This is an optimization exercise on Yosys and OpenROAD, whose aim is small area, a short achievable clock period and few clock cycles, not a production implementation.
Only simulation tests tie the RTL to the original design; equivalence was not proved.
No activity file was given, so power comes from the tool's default toggle rates.

**design/flow/run.sh**
```bash
#!/bin/bash
# synth_recipe.tcl (not shown) runs the flow's synth.tcl, then flattens the netlist and writes it again
# the make line also repeats each setting of config.mk as NAME=value (left out here)
make -C /OpenROAD-flow-scripts/flow DESIGN_CONFIG=/design/flow/config.mk WORK_HOME=/design/flow/orfs CLKGATE_MAP_FILE= SYNTH_SCRIPT=/design/flow/synth_recipe.tcl finish
```
**design/flow/config.mk**
```make
export PLATFORM = sky130hd
export DESIGN_NAME = rio_slew
export DESIGN_NICKNAME = rio_slew
export VERILOG_FILES = /design/flow/design.v
export SDC_FILE = /design/flow/constraint.sdc
export NUM_CORES = 4
export LEC_CHECK = 0
export CAP_MARGIN = 20
export CORE_MARGIN = 2
export CORE_UTILIZATION = 40
export SLEW_MARGIN = 20
```
**design/flow/constraint.sdc**
```tcl
create_clock -name core_clock -period 15.0 [get_ports {clk}]
set_input_delay 3.0000 -clock core_clock [delete_from_list [all_inputs] [get_ports {clk}]]
set_output_delay 3.0000 -clock core_clock [all_outputs]
set_load 0.01 [all_outputs]
```
**design/flow/design.v**
```verilog
module rio_slew (
    input  wire         clk,
    input  wire         rst,         
    input  wire         in_valid,
    output wire         in_ready,
    input  wire [127:0] vel,         
    input  wire [127:0] scale,       
    input  wire [127:0] mf,          
    input  wire [127:0] mac,         
    input  wire [127:0] dt,          
    input  wire         enable,      
    output reg          out_valid,
    output reg  [127:0] freq         
);
    localparam [127:0] FX_MAX = {1'b0, {127{1'b1}}};
    localparam [127:0] FX_MIN = {1'b1, 127'd0};
    localparam S_IDLE = 3'd0;
    localparam S_MUL1 = 3'd1;
    localparam S_LOAD2 = 3'd2;
    localparam S_MUL2 = 3'd3;
    localparam S_FIN  = 3'd4;
    reg [2:0]   state;
    reg [7:0]   iter;
    reg [127:0] r_mf, r_mac, r_dt;
    reg         r_en;
    reg [127:0] mcand;       
    reg [127:0] mplier;      
    reg [255:0] acc;         
    reg         mneg;        
    reg [127:0] tgt;         
    assign in_ready = (state == S_IDLE);
    wire accept = in_valid && in_ready;
    function [127:0] absval(input [127:0] x);
        absval = x[127] ? (~x + 128'd1) : x;
    endfunction
    function [127:0] sat129(input [128:0] x);
        if (x[128] && !x[127])      sat129 = FX_MIN;
        else if (!x[128] && x[127]) sat129 = FX_MAX;
        else                        sat129 = x[127:0];
    endfunction
    wire [191:0] pq = acc[255:64];
    reg  [127:0] mul_res;
    always @(*) begin
        if (!mneg) begin
            if (pq[191:127] != 65'd0) mul_res = FX_MAX;
            else                      mul_res = pq[127:0];
        end else begin
            if (pq[191:128] != 64'd0 || (pq[127] && pq[126:0] != 127'd0))
                mul_res = FX_MIN;
            else
                mul_res = ~pq[127:0] + 128'd1;
        end
    end
    wire [128:0] psum     = {1'b0, acc[255:128]} + {1'b0, (mplier[0] ? mcand : 128'd0)};
    wire [255:0] acc_next = {psum, acc[127:1]};
    wire [127:0] neg_mf = sat129(-{r_mf[127], r_mf});
    wire [127:0] tgt_c  = ($signed(tgt) > $signed(r_mf))   ? r_mf :
                          ($signed(tgt) < $signed(neg_mf)) ? neg_mf : tgt;
    wire [127:0] dv     = mul_res;
    wire [127:0] f_up   = sat129({freq[127], freq} + {dv[127], dv});
    wire [127:0] f_dn   = sat129({freq[127], freq} - {dv[127], dv});
    wire [127:0] nf     = ($signed(tgt_c) > $signed(f_up)) ? f_up :
                          ($signed(tgt_c) < $signed(f_dn)) ? f_dn : tgt_c;
    always @(posedge clk) begin
        if (rst) begin
            state     <= S_IDLE;
            out_valid <= 1'b0;
            freq      <= 128'd0;
        end else begin
            out_valid <= 1'b0;
            case (state)
                S_IDLE: begin
                    if (accept) begin
                        r_mf   <= mf;
                        r_mac  <= mac;
                        r_dt   <= dt;
                        r_en   <= enable;
                        mcand  <= absval(vel);
                        mplier <= absval(scale);
                        mneg   <= vel[127] ^ scale[127];
                        acc    <= 256'd0;
                        iter   <= 8'd0;
                        state  <= S_MUL1;
                    end
                end
                S_MUL1: begin
                    acc    <= acc_next;
                    mplier <= mplier >> 1;
                    iter   <= iter + 8'd1;
                    if (iter == 8'd127)
                        state <= S_LOAD2;
                end
                S_LOAD2: begin
                    tgt    <= mul_res;
                    mcand  <= absval(r_mac);
                    mplier <= absval(r_dt);
                    mneg   <= r_mac[127] ^ r_dt[127];
                    acc    <= 256'd0;
                    iter   <= 8'd0;
                    state  <= S_MUL2;
                end
                S_MUL2: begin
                    acc    <= acc_next;
                    mplier <= mplier >> 1;
                    iter   <= iter + 8'd1;
                    if (iter == 8'd127)
                        state <= S_FIN;
                end
                S_FIN: begin
                    freq      <= r_en ? nf : 128'd0;
                    out_valid <= 1'b1;
                    state     <= S_IDLE;
                end
                default: state <= S_IDLE;
            endcase
        end
    end
endmodule
```
==> results.toml <==
[sta]
hold_viol_final = 0
final.period_utilization_pct = 94.11
finalSetupTns_ns = 0
setup_viol = 0
worst_slew_pin_slew_ns = 1.236
final-max-slew-violation-count = 0
timing.hold.ws_ns = 0.5180
clock_skew_ns = 0.07482
timing.fmax_mhz = 70.84
min_period_ns = 14.12
timing.slew.headroom_pct = 16.73
grt_setup_unrepaired = "false"

[critical_path]
start_kind = "flip-flop"
worst_ep_arrival_time_ns = 14.85
timing.critical_path.slowest_cell_delay_ns = 0.66
crit_type = "flip-flop to flip-flop"
worst_ep_required_time_ns = 15.74
crit_top_cell = "sky130_fd_sc_hd__buf_4"
crit_path_capture_type = "flip-flop"
crit_slowest_cell = "sky130_fd_sc_hd__nor4b_1"
worst-path-max-fanout = 31

[placement]
place.port_buffers = 773
gp_congestion = 1.000
hpwl_um = 393200
placedInstanceArea_sq_mm = 0.1159

[power]
internal-power_mw = 10.15
sw_frac_of_total_pct = 45.90
power.clock.fraction_pct = 18.8
p_leak_nw = 48.15
maximum_vdd_drop_v = 0.0001894
p_switching_mw = 8.611
pwrdens_mw_per_mm2 = 155.5
post-layout-total-power_mw = 18.76
share_comb_of_total_power_pct = 55.2
seqPwrFrac_pct = 26.0

[clock_tree]
cts_root_buffer = "sky130_fd_sc_hd__clkbuf_16"
holdBufCountCts = 0
cts_setup_buffers = 0
tritoncts = "yes"
cts.sink_count = 1102
h_tree_depth = 4
cts_inserted_buffers = 138
clk_pin_slew_worst_paths_ns = 0.06
cts_buffer_depth = 3
insertion_delay_ns = 0.85
post_cts_resize_count = 0

[yosys]
synth.yosys.seq_area_share_pct = 31.76
synth-edff-count = 970
synth_area_per_cell_sq_um = 8.496
synthFlopType = "sky130_fd_sc_hd__edfxtp_1"
synth_fp_nets = 13321
ys.warnings.count = 1
syn_area_sq_mm = 0.1000
postSynth.asyncResetShare_pct = 0
synth.distinct_cells = 89
postSynthRegisterBits = 1102
netlist_instances = 11774

[drt]
dr.pass1.iters = 6
route.antenna.remaining_nets = 0
detail_route.wirelength_um = 478300
route.vias.total = 101128
route.detailed.vias_per_inst = 6.200
route.detailed.drc = 0
routedWlPerCell_um = 29.32
drtIter0Drc = 11695

[min_path]
hold_class = "flip-flop to flip-flop"

[floorplan]
die_footprint_sq_mm = 0.2541
row_count = 183
initial_utilization_pct = 40.23
floorplan.die.width_um = 504.1
core_area_sq_mm = 0.2487
design.portCount = 774
die_h_um = 504.1

[layout]
layout.cell_area.non_filler_sq_mm = 0.1207
flow.area_growth_from_synthesis_pct = 20.66
layout.core_utilization_pct = 48.54
nFillCells = 24063
multi_input_area_sq_mm = 0.06392
register_cell_area_after_layout_sq_mm = 0.03178
finish.net_count = 14381
drive_above_1_share_pct = 8.719

[grt]
grt_antenna_before_repair = 58
grt_pass1_vias = 96369
grt_pass1_wl_um = 677500
grt_overall_usage_pct = 35.92
grt_start_max_net_pins = 192
global_route.overflow_total = 0

[job]
max_cap_viol_count = 0

[run_status]
run_status = "finished clean"
synth_stat cells, types with 251 or more instances:
cell / n / area share, %
sky130_fd_sc_hd__a21oi_1: 925 / 4.6
sky130_fd_sc_hd__xnor2_1: 603 / 5.3
sky130_fd_sc_hd__nand2_1: 914 / 3.4
sky130_fd_sc_hd__and2_1: 259 / 1.6
sky130_fd_sc_hd__inv_1: 622 / 2.3
sky130_fd_sc_hd__edfxtp_1: 970 / 29
sky130_fd_sc_hd__o21ai_0: 950 / 4.8
sky130_fd_sc_hd__ha_1: 900 / 11
sky130_fd_sc_hd__a21o_1: 305 / 2.3
sky130_fd_sc_hd__nor2_1: 1008 / 3.8
sky130_fd_sc_hd__clkbuf_1: 504 / 1.9
sky130_fd_sc_hd__xor2_1: 377 / 3.3
sky130_fd_sc_hd__nor3_1: 251 / 1.3
flip-flops by register name (all words and copies together) (netlist names):
signal / count
acc: 192
freq: 128
iter: 8
mcand: 128
mneg: 1
mplier: 128
out_valid: 1
r_dt: 128
r_en: 1
r_mac: 128
r_mf: 128
state: 3
tgt: 128
critical path: cells and delay by family, from the launching register on:
family,cells,cell delay [ns]
flip-flops,1,0.48
buffers and inverters,15,3.23
AO/OA/AOI/OAI,12,2.90
adder cells (fa/ha/maj),2,0.65
AND/OR/NAND/NOR,21,6.21
XOR/XNOR,2,0.45
layout by cell type (no fill, tap or decap), types with 130 or more instances in the layout:
master / n
sky130_fd_sc_hd__nor2_1: 1001
sky130_fd_sc_hd__edfxtp_1: 970
sky130_fd_sc_hd__o21ai_0: 948
sky130_fd_sc_hd__a21oi_1: 920
sky130_fd_sc_hd__nand2_1: 911
sky130_fd_sc_hd__ha_1: 900
sky130_fd_sc_hd__clkdlybuf4s50_1: 771
sky130_fd_sc_hd__buf_4: 699
sky130_fd_sc_hd__inv_1: 621
sky130_fd_sc_hd__xnor2_1: 603
sky130_fd_sc_hd__xor2_1: 377
sky130_fd_sc_hd__a21o_1: 304
sky130_fd_sc_hd__and2_1: 257
sky130_fd_sc_hd__nor3_1: 250
sky130_fd_sc_hd__nand3_1: 230
sky130_fd_sc_hd__o31ai_1: 211
sky130_fd_sc_hd__nand4_1: 210
sky130_fd_sc_hd__nor4_1: 186
sky130_fd_sc_hd__or3_1: 156
sky130_fd_sc_hd__mux2i_1: 148
sky130_fd_sc_hd__clkbuf_16: 141
sky130_fd_sc_hd__nor2b_1: 140
sky130_fd_sc_hd__dfxtp_1: 130
power groups by stage:
stage	Combinational (mW)	Sequential [mW]	Clock, mW
after floorplan	6.19	4.76	0
after global placement	10.0	4.90	0
after detailed placement	10.1	4.91	0
after CTS	10.2	4.85	3.56
after global routing	11.2	4.93	3.67
final	10.4	4.88	3.52
metrics by stage:
stage,setup slack (ns),instances
final,0.8829,16311
after global routing,0.3453,16296
after CTS,0.9373,16279
after detailed placement,0.9965,16024
after global placement,1.159,16023
after floorplan,2.070,11774
metal layers:
| layer | track usage, % | part of all wire [%] | up-vias |
|---|---|---|---|
| met5 | 0 | 0.024 | - |
| met4 | 14.73 | 4.8 | 16 |
| met3 | 6.068 | 8.5 | 805 |
| met2 | 54.69 | 43 | 5104 |
| met1 | 50.24 | 44 | 49287 |
| li1 | - | - | 45916 |
cell type report:
cell class	instances	area share, %
sequential	1102	26.33
clock buffer	169	3.027
clock inverter	86	0.8501
timing repair buffer	1507	11.36
antenna	32	0.06635
tap	3330	3.452
inverter	631	1.962
multi-input combinational	9454	52.96
cell families after synthesis:
family          share of synthesized area [%]
simple gates                            18.78
buf+inv                                 4.591
flops                                   31.76
fa+ha+maj                               11.54
xor+xnor                                8.581
compound gates                          23.04
mux                                     1.716
worst paths after layout:
kind / slack [ns] / startpoint / to / cells past startpoint
worst min-delay path: 0.52 / mplier[72]$_DFFE_PP_ / mplier[71]$_DFFE_PP_ / 2
worst min register to register: 0.52 / mplier[72]$_DFFE_PP_ / mplier[71]$_DFFE_PP_ / 2
worst max-delay path: 0.88 / acc[87]$_SDFFCE_PP0P_ / freq[117]$_SDFFE_PP0P_ / 52
worst max register to register: 0.88 / acc[87]$_SDFFCE_PP0P_ / freq[117]$_SDFFE_PP0P_ / 52
Testbench counts, summed over its fixed seeds: cycles 99,456.

## what the ideal ports hide
The results above use ideal ports. As a check the final layout listed here was re-extracted and re-timed, cells and wires unchanged. Step 1 assumes that a clkbuf_16 drives the clock port and a buf_2 every other input. Step 2, shift: input delay + t, output delay - t, t = (earliest + latest rising clock arrival at the registers) / 2. This alone moves slack from input paths to output paths. Three values: no drivers, after step 1, after step 2; two values: the first two.
t (ns): 0.912
slack for setup (ns): 0.883 / 0.883 / 0.883
clock arrival spread, ns: 0.078 / 0.077
After both steps this run still meets setup and hold. For this run, drivers alone change the setup slack by 0.000 ns; drivers and shift together by 0.000 ns.
